This is an optimization exercise on Yosys and OpenROAD, whose aim is small area and few clock cycles, not a production implementation. The RTL was checked by simulation tests, not by an equivalence proof against the original design. No activity file was given, so power comes from the tool's default toggle rates.

[flow/design.v]
module spieeprom (
    input  wire         clk,
    input  wire         rst,           
    input  wire         cmd_valid,
    input  wire [31:0]  cmd_word,      
    input  wire [4:0]   cmd_len,       
    input  wire [127:0] cmd_wdata,     
    output wire [7:0]   seq_status,    
    output reg  [7:0]   sr_last,
    output reg  [127:0] rdata,         
    output wire         cs_n,
    output wire         xfer_valid,
    output reg  [7:0]   xfer_tx,
    input  wire         xfer_ready,
    input  wire [7:0]   xfer_rx,
    input  wire         xfer_err
);
    localparam [4:0] OP_WRITE        = 5'h01;
    localparam [4:0] OP_READ         = 5'h02;
    localparam [4:0] OP_READ_ID      = 5'h03;
    localparam [4:0] OP_DPD_ENTER    = 5'h04;
    localparam [4:0] OP_DPD_RELEASE  = 5'h05;
    localparam [4:0] OP_ERASE_SECTOR = 5'h06;
    localparam [4:0] OP_ERASE_CHIP   = 5'h07;
    localparam [4:0] OP_HW_EN        = 5'h0C;
    localparam [4:0] OP_HW_DIS       = 5'h0D;
    localparam [4:0] OP_IS_WIP       = 5'h0E;
    localparam [4:0] OP_IS_WPEN      = 5'h0F;
    localparam [4:0] OP_IS_BP0       = 5'h10;
    localparam [4:0] OP_IS_BP1       = 5'h11;
    localparam [2:0] PH_RMW    = 3'd0;   
    localparam [2:0] PH_AWAIT1 = 3'd1;   
    localparam [2:0] PH_WREN   = 3'd2;   
    localparam [2:0] PH_MAIN   = 3'd3;   
    localparam [2:0] PH_AWAIT2 = 3'd4;   
    localparam [5:0] IDX0 = 6'd12;       
    reg          busy;
    reg          active;      
    reg  [2:0]   phase;
    reg  [4:0]   op;
    reg  [4:0]   lm1;         
    reg  [5:0]   idx;         
    reg  [2:0]   poll_cnt;    
    reg  [23:0]  abytes;      
    wire [151:0] chain = {rdata, abytes};
    reg          done;
    reg  [1:0]   errcode;
    reg          rbit;
    reg  [1:0]   wphase;
    assign seq_status = {wphase, rbit, errcode, |errcode, done, busy};
    assign cs_n       = ~active;
    assign xfer_valid = active;
    wire [4:0] in_op = cmd_word[4:0];
    wire in_illegal = (cmd_word[7:5] != 3'b000) ||
                      (in_op == 5'h00) || (in_op > OP_IS_BP1) ||
                      (((in_op == OP_WRITE) || (in_op == OP_READ)) && (cmd_len > 5'd16));
    wire in_writer  = (in_op == OP_WRITE) || (in_op == OP_ERASE_SECTOR) || (in_op == OP_ERASE_CHIP);
    wire [23:0] in_abytes = (in_op == OP_ERASE_SECTOR) ?
                            {8'd0, cmd_word[8], 7'd0, cmd_word[16:9]} :
                            {cmd_word[15:8], cmd_word[23:16], cmd_word[31:24]};
    wire op_query  = (op >= OP_IS_WIP);
    wire op_rmw    = (op >= 5'h08) && (op <= OP_HW_DIS);
    wire op_writer = (op == OP_WRITE) || (op == OP_ERASE_SECTOR) || (op == OP_ERASE_CHIP);
    wire accept = !busy && cmd_valid;
    reg [4:0] last_idx;
    always @(*) begin
        case (phase)
            PH_WREN: last_idx = 5'd12;
            PH_MAIN: begin
                case (op)
                    OP_WRITE, OP_READ: last_idx = {~lm1[4], lm1[3:0]};
                    OP_READ_ID:        last_idx = 5'd16;
                    OP_ERASE_SECTOR:   last_idx = 5'd15;
                    OP_DPD_ENTER, OP_DPD_RELEASE, OP_ERASE_CHIP: last_idx = 5'd12;
                    default:           last_idx = 5'd13;    
                endcase
            end
            default: last_idx = 5'd13;                      
        endcase
    end
    wire last  = (idx[4:0] == last_idx);
    wire first = (idx[4:0] == 5'd12);
    wire [7:0] cbyte = chain[7:0];
    wire [3:0] entry = (lm1[3:0] == 4'd0) ? 4'd0 : {lm1[3], 3'b111};
    wire [5:0] align_end = {2'b01, entry} + 6'd1;
    reg [7:0] rmw_val;
    always @(*) begin
        case (op)
            OP_HW_EN:  rmw_val = cbyte | 8'h80;
            OP_HW_DIS: rmw_val = cbyte & 8'h7F;
            default:   rmw_val = (cbyte & 8'hF3) | {4'd0, op[1:0], 2'b00};
        endcase
    end
    reg query_bit;
    always @(*) begin
        case (op)
            OP_IS_WIP:  query_bit = xfer_rx[0];
            OP_IS_WPEN: query_bit = xfer_rx[7];
            OP_IS_BP0:  query_bit = xfer_rx[2];
            default:    query_bit = xfer_rx[3];
        endcase
    end
    always @(*) begin
        xfer_tx = 8'h00;
        case (phase)
            PH_WREN: xfer_tx = 8'h06;
            PH_MAIN: begin
                case (op)
                    OP_WRITE:        xfer_tx = first ? 8'h02 : cbyte;
                    OP_READ:         xfer_tx = first ? 8'h03 : idx[4] ? 8'h00 : cbyte;
                    OP_READ_ID:      xfer_tx = first ? 8'hAB : 8'h00;
                    OP_DPD_ENTER:    xfer_tx = 8'hB9;
                    OP_DPD_RELEASE:  xfer_tx = 8'hAB;
                    OP_ERASE_SECTOR: xfer_tx = first ? 8'hD8 : cbyte;
                    OP_ERASE_CHIP:   xfer_tx = 8'hC7;
                    default:         xfer_tx = first ? 8'h01 : rmw_val;
                endcase
            end
            default: xfer_tx = idx[0] ? 8'h00 : 8'h05;    
        endcase
    end
    wire xfer_ok = active && xfer_ready && !xfer_err;
    wire settle   = (phase == PH_MAIN) && (op == OP_DPD_RELEASE);
    wire align    = (phase == PH_MAIN) && (op == OP_READ);
    wire wait_end = settle               ? (idx == 6'd11) :
                    align                ? (idx + 6'd1 == align_end) :
                    (poll_cnt != 3'd0)   ? (idx == 6'd15) : 1'b1;
    always @(posedge clk) begin
        if (rst) begin
            busy     <= 1'b0;
            active   <= 1'b0;
            done     <= 1'b0;
            errcode  <= 2'd0;
            rbit     <= 1'b0;
            wphase   <= 2'b00;
        end else if (!busy) begin
            if (cmd_valid) begin
                op       <= in_op;
                lm1      <= cmd_len - 5'd1;
                idx      <= IDX0;
                poll_cnt <= 3'd0;
                rbit     <= 1'b0;
                if (in_illegal) begin
                    done    <= 1'b1;
                    errcode <= 2'd1;
                end else begin
                    done    <= 1'b0;
                    errcode <= 2'd0;
                    busy    <= 1'b1;
                    active  <= 1'b1;
                    phase   <= (in_op >= 5'h08) ? PH_RMW :
                               in_writer        ? PH_AWAIT1 : PH_MAIN;
                end
            end
        end else if (active) begin
            if (xfer_ready) begin
                if (xfer_err) begin
                    active  <= 1'b0;
                    errcode <= 2'd2;
                    if (!(align && idx[4])) begin
                        busy <= 1'b0;
                        done <= 1'b1;
                    end
                end else if (!last) begin
                    idx <= idx + 6'd1;
                end else begin
                    active <= 1'b0;
                    idx    <= IDX0;
                    if (align && idx[4])
                        idx <= idx + 6'd1;
                    case (phase)
                        PH_RMW: begin
                            if (op_query) begin
                                rbit <= query_bit;
                                busy <= 1'b0;
                                done <= 1'b1;
                            end else begin
                                phase <= PH_AWAIT1;
                            end
                        end
                        PH_AWAIT1, PH_AWAIT2: begin
                            if (!xfer_rx[0]) begin
                                wphase   <= 2'b00;
                                poll_cnt <= 3'd0;
                                if (phase == PH_AWAIT2) begin
                                    busy <= 1'b0;
                                    done <= 1'b1;
                                end else begin
                                    phase <= PH_WREN;
                                end
                            end else if (poll_cnt == 3'd7) begin
                                busy    <= 1'b0;
                                done    <= 1'b1;
                                errcode <= 2'd3;
                            end else begin
                                poll_cnt <= poll_cnt + 3'd1;
                            end
                        end
                        PH_WREN: begin
                            wphase <= 2'b01;
                            phase  <= PH_MAIN;
                        end
                        default: begin    
                            if (op_writer || op_rmw) begin
                                wphase <= 2'b10;
                                phase  <= PH_AWAIT2;
                            end else if (!(op == OP_DPD_RELEASE ||
                                           (align && idx[4] && idx + 6'd1 != align_end))) begin
                                busy <= 1'b0;
                                done <= 1'b1;
                            end
                        end
                    endcase
                end
            end
        end else begin
            if (wait_end) begin
                idx <= IDX0;
                if (settle || align) begin
                    busy <= 1'b0;
                    done <= 1'b1;
                end else begin
                    active <= 1'b1;
                end
            end else begin
                idx <= idx + 6'd1;
            end
        end
    end
    always @(posedge clk)
        if (xfer_ok && idx[0] && (phase == PH_RMW || phase == PH_AWAIT1 || phase == PH_AWAIT2))
            sr_last <= xfer_rx;
    wire m_main = (phase == PH_MAIN);
    wire sh_xfer = xfer_ok && ((m_main && (op == OP_WRITE || op == OP_READ || op == OP_ERASE_SECTOR) && !first) ||
                               (m_main && op == OP_READ_ID && idx[4]) ||
                               (phase == PH_RMW && idx[0]));
    wire sh   = sh_xfer || (busy && !active && align);
    wire hold = !accept && !sh;       
    wire [4:0] ent = (m_main && op == OP_READ)    ? {1'b0, entry} + 5'd3 :
                     (m_main && op == OP_READ_ID) ? 5'd3 :
                     (phase == PH_RMW)            ? 5'd0 : 5'd31;
    wire [151:0] in_chain = {cmd_wdata, in_abytes};
    wire [159:0] up       = {xfer_rx, chain};
    genvar gi;
    generate
        for (gi = 0; gi < 19; gi = gi + 1) begin : g_ch
            wire [7:0] src;
            if (gi == 18 || gi == 0 || gi == 3 || gi == 10
               )
                assign src = (gi == 18 || ent == gi) ? xfer_rx : up[gi*8+8 +: 8];
            else
                assign src = up[gi*8+8 +: 8];
            wire [7:0] nxt = ({8{accept}} & in_chain[gi*8 +: 8]) |
                             ({8{sh}}     & src) |
                             ({8{hold}}   & chain[gi*8 +: 8]);
            if (gi < 3) begin : g_a
                always @(posedge clk) abytes[gi*8 +: 8] <= nxt;
            end else begin : g_d
                always @(posedge clk) rdata[gi*8-24 +: 8] <= nxt;
            end
        end
    endgenerate
endmodule
[flow/flow/run.sh]
#!/bin/bash
# Standard layout with three changes:
# - synthesis: the standard synthesis script, with an area-oriented abc
#   script for the technology mapping (flow/my_synth.tcl, flow/abc_area.abc);
# - buffer_ports puts the smallest buffer on every input and output port;
# - the clock tree is built from clkbuf_8 cells, in clusters of up to 30 sinks, without dummy loads.
set -euo pipefail
here=$(pwd)
export MY_ABC_SCRIPT=$here/flow/abc_area.abc
export FLOW_SYNTH_TCL=$here/synth_recipe.tcl
bash standard.sh SYNTH_SCRIPT=$here/flow/my_synth.tcl synth > synth.log 2>&1
bash standard.sh SYNTH_SCRIPT=$here/flow/my_synth.tcl \
  'BUFFER_PORTS_ARGS=-buffer_cell sky130_fd_sc_hd__buf_1' \
  'CTS_ARGS=-sink_clustering_enable -repair_clock_nets -dont_use_dummy_load -buf_list sky130_fd_sc_hd__clkbuf_8 -sink_clustering_size 30' \
  finish > layout.log 2>&1
[flow/flow/abc_area.abc]
strash
&get -n
&deepsyn -T 120
&put
dch -f
amap
[flow/flow/my_synth.tcl]
# The standard synthesis (synth_recipe.tcl) with one change: the final
# abc technology mapping runs an area-oriented abc script (abc_area.abc)
# instead of ORFS's. Registers are mapped before abc (dfflibmap), so they are
# the standard synthesis's.
proc abc {args} {
  set i [lsearch -exact $args -script]
  if { $i >= 0 } {
    set args [lreplace $args $i [expr {$i + 1}] -script $::env(MY_ABC_SCRIPT)]
  }
  puts "abc with area script: $args"
  yosys abc {*}$args
}
source $::env(FLOW_SYNTH_TCL)
[flow/standard.sh]
#!/bin/bash
# synth_recipe.tcl (not shown) runs the flow's synth.tcl, then flattens the netlist and writes it again
# the make line also repeats each setting of config.mk as NAME=value (left out here)
make -C /OpenROAD-flow-scripts/flow DESIGN_CONFIG=/design/flow/config.mk WORK_HOME=/design/flow/orfs CLKGATE_MAP_FILE= SYNTH_SCRIPT=/design/flow/synth_recipe.tcl "${@:-finish}"
[flow/config.mk]
export PLATFORM = sky130hd
export DESIGN_NAME = spieeprom
export DESIGN_NICKNAME = spieeprom
export VERILOG_FILES = /design/flow/design.v
export SDC_FILE = /design/flow/constraint.sdc
export NUM_CORES = 4
export LEC_CHECK = 0
export CAP_MARGIN = 20
export CORE_MARGIN = 2
export CORE_UTILIZATION = 60
export PLACE_DENSITY = 0.75
export SLEW_MARGIN = 20
[flow/constraint.sdc]
create_clock -name core_clock -period 10.0 [get_ports {clk}]
set_input_delay 2.0000 -clock core_clock [delete_from_list [all_inputs] [get_ports {clk}]]
set_output_delay 2.0000 -clock core_clock [all_outputs]
set_load 0.01 [all_outputs]
==> results.sh <==
export IMPL_crit_family="buffers and inverters"
export IMPL_placementRows=41
export IMPL_routedWlPerCell_um=19.29
export IMPL_period_minus_slack_ns=5.379
export IMPL_syn_num_nets=986
export IMPL_critPathRequiredTime_ns=10.31
export IMPL_drc=0
export IMPL_max_slew_margin_rel_pct=32.55
export IMPL_setup_tns_final_ns=0
export IMPL_critPathBufInv=6
export IMPL_holdCritPathClass="reg -> reg"
export IMPL_hold_buffers=0
export IMPL_io_buffers=331
export IMPL_grt_pass1_wl_mm=39.47
export IMPL_status="timing/DRC/antenna clean"
export IMPL_startpoint_type="primary input"
export IMPL_crit_slowest_cell="o32ai_1"
export IMPL_synthCells=802
export IMPL_rrSetupSlack_ns=4.74
export IMPL_synth_seq_area_share_pct=53.05
export IMPL_dpl_cell_count=1312
export IMPL_rr_endpoint="abytes[6]"
export IMPL_worst_pin_slew_ns=1.012
export IMPL_grt_usage_pct=35.91
export IMPL_n_fill_cell=1014
export IMPL_fin_skew_ns=0.03487
export IMPL_area_growth_pct=22.69
export IMPL_drtAntennaViolNets=0
export IMPL_cts_buffer_depth=2
export IMPL_post_synth_instance_area_sq_um=7736
export IMPL_hpwlAfterDp_mm=19.12
export IMPL_placed_area_sq_um=9258
export IMPL_cp_depth=11
export IMPL_arrival_ns=5.68
export IMPL_coreArea_sq_um=12620
export IMPL_fin_crit_sh_pct=53.79
export IMPL_layout_cells_non_filler=1329
export IMPL_post_cts_buffers=0
export IMPL_r2r_start="op[0]"
export IMPL_root_buffer="clkbuf_8"
export IMPL_cts_sinks=190
export IMPL_cts_made_buffers=17
export IMPL_setup_viol=0
export IMPL_timing_hold_ws_ns=0.4645
export IMPL_leakage_nw=3.299
export IMPL_crit_path_max_fanout=67
export IMPL_die_w_um=117.6
export IMPL_grt_max_degree=102
export IMPL_final_layout_size_suffix_gt1_share_pct=2.593
export IMPL_path_clk_slew_ns=0.08
export IMPL_initial_core_util_pct=61.30
export IMPL_routed_via_density=6.209
export IMPL_htree_levels=4
export IMPL_grt_pass1_vias=7613
export IMPL_stdcell_area_sq_um=9492
export IMPL_dr_pass1_iters=9
export IMPL_gp_congestion=0.9722
export IMPL_antenna_cells=0
export IMPL_slew_viol_final=0
export IMPL_path_cells="buf_1, clkinv_1, or3_1, o32ai_1, nor2_1, clkinv_2, nor2_4, buf_4, buf_4, a222oi_1, clkinv_1"
export IMPL_drt_total_wl_mm=25.64
export IMPL_cp_end_kind="flip-flop"
export IMPL_synth_area_per_cell_sq_um=9.646
export IMPL_ys_types=39
export IMPL_r2r_cells=17
export IMPL_overflow=0
export IMPL_yosys_warnings=1
export IMPL_clock_latency_ns=0.47
export IMPL_cts_tree="done"
export IMPL_hold_viol=0
export IMPL_fmax_mhz=185.9
export IMPL_ys_ff_latch=190
export IMPL_slowest_delay_ns=0.85
export IMPL_io_pins=332
export IMPL_post_cts_resized=0
export IMPL_fin_util_pct=75.21
export IMPL_p_per_area_nw_per_um2=161.9
export IMPL_ir_worst_vdd_uv=110.5
export IMPL_rsz0062_at_grt="false"
export IMPL_antenna_found_initial=0
export IMPL_startpoint="xfer_ready"
export IMPL_cp_endpoint="rdata[53]"
export IMPL_nets=1343
export IMPL_die_h_um=117.6
export IMPL_path_class="in -> reg"
export IMPL_initialDrtViolationCount=1267
export IMPL_dieArea_sq_um=13820
export IMPL_max_cap_violations=0
export IMPL_num_vias=8252
-- power breakdown --
part           total [W]  internal (W)  switching (W)
Combinational   0.000251      0.000101       0.000150
Clock           0.000381      0.000151       0.000231
Sequential      0.000905      0.000848      0.0000570
Total            0.00154       0.00110       0.000438
-- per-layer routing --
metal / track usage, % / vias up / wire length [um]
met5: 0 / - / 0
met4: 18.52 / 0 / 1226
met3: 9.738 / 89 / 2916
met2: 58.15 / 542 / 11840
met1: 44.07 / 3842 / 9656
li1: - / 3779 / -
-- cells in the mapped netlist --
master / number / area share, %
and3_1: 2 / 0.16
o22ai_1: 9 / 0.73
or3_1: 5 / 0.40
o211ai_1: 3 / 0.29
o41a_1: 1 / 0.15
o21ai_0: 42 / 2.7
a21oi_1: 15 / 0.97
a21o_1: 1 / 0.097
o31ai_1: 2 / 0.19
nor4_1: 6 / 0.49
o311ai_0: 3 / 0.34
a221o_1: 23 / 3.0
nor2b_1: 1 / 0.081
dfxtp_1: 160 / 41
buf_4: 3 / 0.29
a2111oi_0: 1 / 0.11
a22o_1: 2 / 0.23
or4_1: 1 / 0.097
nor2_1: 73 / 3.5
nand2b_1: 1 / 0.081
o221ai_1: 7 / 0.79
nand2_1: 37 / 1.8
nand3_1: 5 / 0.32
o32ai_1: 3 / 0.34
ha_1: 6 / 0.97
clkinv_1: 187 / 9.1
a211oi_1: 4 / 0.39
a221oi_1: 4 / 0.45
a22oi_1: 17 / 1.6
edfxtp_1: 30 / 12
o31a_1: 1 / 0.11
or2_0: 3 / 0.24
o21a_1: 1 / 0.097
nor3b_1: 2 / 0.19
nor3_1: 18 / 1.2
a31oi_1: 9 / 0.73
o2111ai_1: 2 / 0.23
a222oi_1: 111 / 14
o21bai_1: 1 / 0.097
-- per-stage QoR --
| step | power, W | setup WS, ns |
|---|---|---|
| 2_1_floorplan | 0.001050 | 1.790 |
| 3_3_place_gp | 0.001160 | 4.447 |
| 3_5_place_dp | 0.001168 | 4.279 |
| 4_1_cts | 0.001536 | 4.783 |
| 5_1_grt | 0.001596 | 4.339 |
| 6_report | 0.001537 | 4.621 |
-- worst min-delay path: stages, from the launching register on --
cell and delay (ns):
dfxtp_1 0.30, clkinv_1 0.05, o211ai_1 0.08
-- cells by family after synthesis --
family / after synthesis / synth area share (%)
AO/OA/AOI/OAI: 262 / 28.04
buffers and inverters: 190 / 9.364
flip-flops: 190 / 53.05
AND/OR/NAND/NOR: 154 / 8.572
adder cells (fa/ha/maj): 6 / 0.9704
-- worst min path at each step --
stage                    start    endpoint  depth (start not counted)
detailed placement   abytes[8]   abytes[8]                          2
CTS                 abytes[15]   abytes[7]                          2
global route        abytes[15]   abytes[7]                          2
floorplan           abytes[21]  abytes[13]                          2
global placement    abytes[21]  abytes[13]                          2
finish              abytes[15]   abytes[7]                          2
-- flip-flops by register name, summed over array words and instances (netlist names) --
register / flops
poll_cnt: 3
idx: 6
rdata: 128
lm1: 5
phase: 3
errcode: 2
op: 5
busy: 1
active: 1
done: 1
rbit: 1
abytes: 24
sr_last: 8
wphase: 2
-- layout by cell type (no fill, tap or decap), types with 3 or more instances in the layout --
cell	n
a222oi_1	111
buf_1	331
nor3_1	18
o221ai_1	7
nand3_1	5
dfxtp_1	160
o211ai_1	3
a221oi_1	4
or3_1	5
a21oi_1	15
a221o_1	23
buf_4	10
nor2_1	72
edfxtp_1	30
a211oi_1	4
or2_0	3
a31oi_1	9
o22ai_1	9
clkbuf_8	17
o311ai_0	3
a22oi_1	17
o32ai_1	3
o21ai_0	42
nor4_1	6
nand2_1	37
ha_1	6
clkinv_1	185
-- final cells by class --
class,instances,area (sq um),area share (%)
multi-input cells,422,2915,30.71
flip-flops and latches,190,4104,43.24
well taps,172,215.2,2.267
inverters,187,705.7,7.435
repair buffers,341,1318,13.88
clock buffers,17,234.0,2.465
Testbench counts, summed over its fixed seeds: cycles 138,859.

## what the ideal ports hide
The results above use ideal ports. As a check the final layout listed here was re-extracted and re-timed, cells and wires unchanged. Step 1 sets driving cells, clkbuf_16 on the clock port and buf_2 on the other inputs (assumed; they add their load-dependent delay and slew). Step 2 moves the port delays by t, midway between the first and last clock arrival at a register: inputs arrive t later, outputs are due t later. That takes back most of the time a late clock gives input paths. Three values: ideal ports, drivers, drivers and shift; two values: the first two.
t (ns): 0.488
setup slack, ns: 4.621 / 4.633 / 4.145
clock arrival spread, ns: 0.035 / 0.035
After both steps this run still meets setup and hold. The setup slack of this run moves by +0.012 ns with the drivers and by -0.476 ns with both steps.
